Source: an optimization exercise on an open RTL-to-GDS flow (aim: small area, a short achievable clock period and few clock cycles). Production flows keep margins and buffers that such runs may drop. In this exercise RTL edits were held to simulation tests only and were not proved equivalent to the original.

== beta ==
## rs_dec16
module rs_dec16 (
    input  wire       clk,
    input  wire       rst,
    input  wire       in_valid,
    input  wire [7:0] in_data,
    input  wire       in_last,
    output wire       in_ready,
    output reg        corr_valid,
    output reg  [7:0] corr_pos,
    output reg  [7:0] corr_val,
    output reg        done,
    output reg  [3:0] done_nerr,
    output reg        done_fail
);
Size: roughly 750 flip-flops, ~36 I/O pins.
Settings: LEC_CHECK=0, CAP_MARGIN=20, CORE_MARGIN=2, CORE_UTILIZATION=40, CTS_CLUSTER_DIAMETER=65, CTS_CLUSTER_SIZE=28, SLEW_MARGIN=20; clock period 15.0 ns.
standard.sh (not shown) runs the stock make flow with config.mk's settings and CLKGATE_MAP_FILE= SYNTH_SCRIPT=/design/flow/synth_recipe.tcl, a recipe that flattens the netlist after the stock synthesis.
==> flow/flow/run.sh <==
#!/bin/bash
# The standard layout (standard.sh), with one change: the port buffers
# that global placement inserts are buf_2 cells instead of the default pick,
# a slow delay cell (clkdlybuf4s50_1) that ends every output path.
# Each step's full output goes to a log file in this folder.
set -euo pipefail
export BUFFER_PORTS_ARGS="-buffer_cell sky130_fd_sc_hd__buf_2"
bash standard.sh synth > synth.log 2>&1
bash standard.sh finish > layout.log 2>&1
Testbench counts of beta, summed over its fixed seeds: cycles 42,328.
[inputs] epsilon vs beta
--- a/flow/design.v
+++ b/flow/design.v
@@ -205,14 +205,13 @@
     wire [3:0] r2   = cr + {3'd0, p1root};
     wire       bad2 = cb || (p1root && p1lo[11:4] == 8'h00);
     wire       fin  = p1v && (p1imm || p1last || bad2 || (p1root && r2 == cL));
     wire bm_idle = bst[I_IDLE];
     wire ch_idle = !cbusy && !p1v;
     wire ch_take = bst[I_WAIT] && ch_idle;
-    wire rdy  = !(iv && il) || bm_idle;
-    wire take = in_valid && rdy;
+    wire take = in_valid && in_rdy;
     wire proc = iv && (!il || bm_idle);
     wire hand = iv && il && bm_idle;
     wire v_nx = take || (iv && !proc);
     wire l_nx = take ? in_last : il;
     wire bm_idle_nx = (bm_idle && !hand) || ch_take;
     always @(posedge clk) begin
## What came out
epsilon ended up with a higher number of antenna violations at the first check in global routing than beta did.
The run with more setup slack is beta; epsilon has less.
As of epsilon, final cell count without fillers had fallen slightly compared to beta.
Compared with beta, epsilon shows a higher met1 usage.
Testbench counts of epsilon, summed over its fixed seeds: cycles 42,328.

--- another note on this design; it stands on its own ---

## rs_dec16
module rs_dec16 (
    input  wire       clk,
    input  wire       rst,
    input  wire       in_valid,
    input  wire [7:0] in_data,
    input  wire       in_last,
    output wire       in_ready,
    output reg        corr_valid,
    output reg  [7:0] corr_pos,
    output reg  [7:0] corr_val,
    output reg        done,
    output reg  [3:0] done_nerr,
    output reg        done_fail
);
    function [7:0] gf_mulc;
        input [7:0] a;
        input [7:0] b;
        integer k;
        reg [7:0] p, aa;
        begin
            p  = 8'h00;
            aa = a;
            for (k = 0; k < 8; k = k + 1) begin
                if (b[k]) p = p ^ aa;
                aa = {aa[6:0], 1'b0} ^ (aa[7] ? 8'h1d : 8'h00);
            end
            gf_mulc = p;
        end
    endfunction
    function [6:0] clm4;
        input [3:0] a;
        input [3:0] b;
        integer k;
        reg [6:0] p;
        begin
            p = 7'h00;
            for (k = 0; k < 4; k = k + 1)
                if (b[k]) p = p ^ ({3'b000, a} << k);
            clm4 = p;
        end
    endfunction
    function [7:0] gf_mul;
        input [7:0] a;
        input [7:0] b;
        integer k;
        reg [6:0] hh, ll, mm;
        reg [14:0] p;
        begin
  ...
For scale: roughly 3,800 cells after synthesis, about 750 flip-flops, roughly 36 I/O pins, roughly 40,000 um2 of cells after synthesis.
Settings: LEC_CHECK=0, CAP_MARGIN=20, CORE_MARGIN=2, CORE_UTILIZATION=70, CTS_CLUSTER_DIAMETER=65, CTS_CLUSTER_SIZE=28, SLEW_MARGIN=20; clock period 15.0 ns.
standard.sh (not shown) runs the stock make flow with config.mk's settings and CLKGATE_MAP_FILE= SYNTH_SCRIPT=/design/flow/synth_recipe.tcl, a recipe that flattens the netlist after the stock synthesis.
==> flow/flow/run.sh <==
#!/bin/bash
# The standard layout (standard.sh), with one change: the port buffers
# that global placement inserts are buf_2 cells instead of the default pick,
# a slow delay cell (clkdlybuf4s50_1) that ends every output path.
# Each step's full output goes to a log file in this folder.
set -euo pipefail
export BUFFER_PORTS_ARGS="-buffer_cell sky130_fd_sc_hd__buf_2"
bash standard.sh synth > synth.log 2>&1
bash standard.sh finish > layout.log 2>&1
Testbench counts at the start, summed over its fixed seeds: cycles 42,328.
Next try:
--- a/flow/config.mk
+++ b/flow/config.mk
@@ -10 +10 @@
-export CORE_UTILIZATION = 70
+export CORE_UTILIZATION = 62
Cell area rose by 0.64%.
Non-clock buffer count fell by 3.
Sequential cell count does not change.

[what the ideal ports hide]
The flow's constraints put no driver on any port. The routed layouts listed below were extracted and timed again, unchanged, in two steps.
Step 1 (the two cells are an assumption about what drives the block):
set clk [get_ports {clk}]
set_driving_cell -lib_cell sky130_fd_sc_hd__clkbuf_16 $clk
set_driving_cell -lib_cell sky130_fd_sc_hd__buf_2 [delete_from_list [all_inputs] $clk]
Step 2 adds t to the input delays and takes it off the output delays; t is the mean of the earliest and latest rising clock arrival at the registers after step 1. Input paths then give back, and output paths get back, about the clock's delay inside the block.
a / b / c = ideal ports / drivers / drivers and shift; a / b = the first two.
run	t, ns	setup slack, ns	worst slew at a driven data input, ns
beta	0.768	10.822 / 10.750 / 11.024	0.03
epsilon	0.754	10.793 / 10.724 / 10.946	0.06
the first run of note 2	0.690	10.924 / 10.855 / 10.813	0.03
the second run of note 2	0.692	10.744 / 10.676 / 10.954	0.03
After both steps every run listed still meets setup and hold. For the first run of note 2, which loses most, drivers alone change the setup slack by -0.069 ns; drivers and shift together by -0.111 ns.
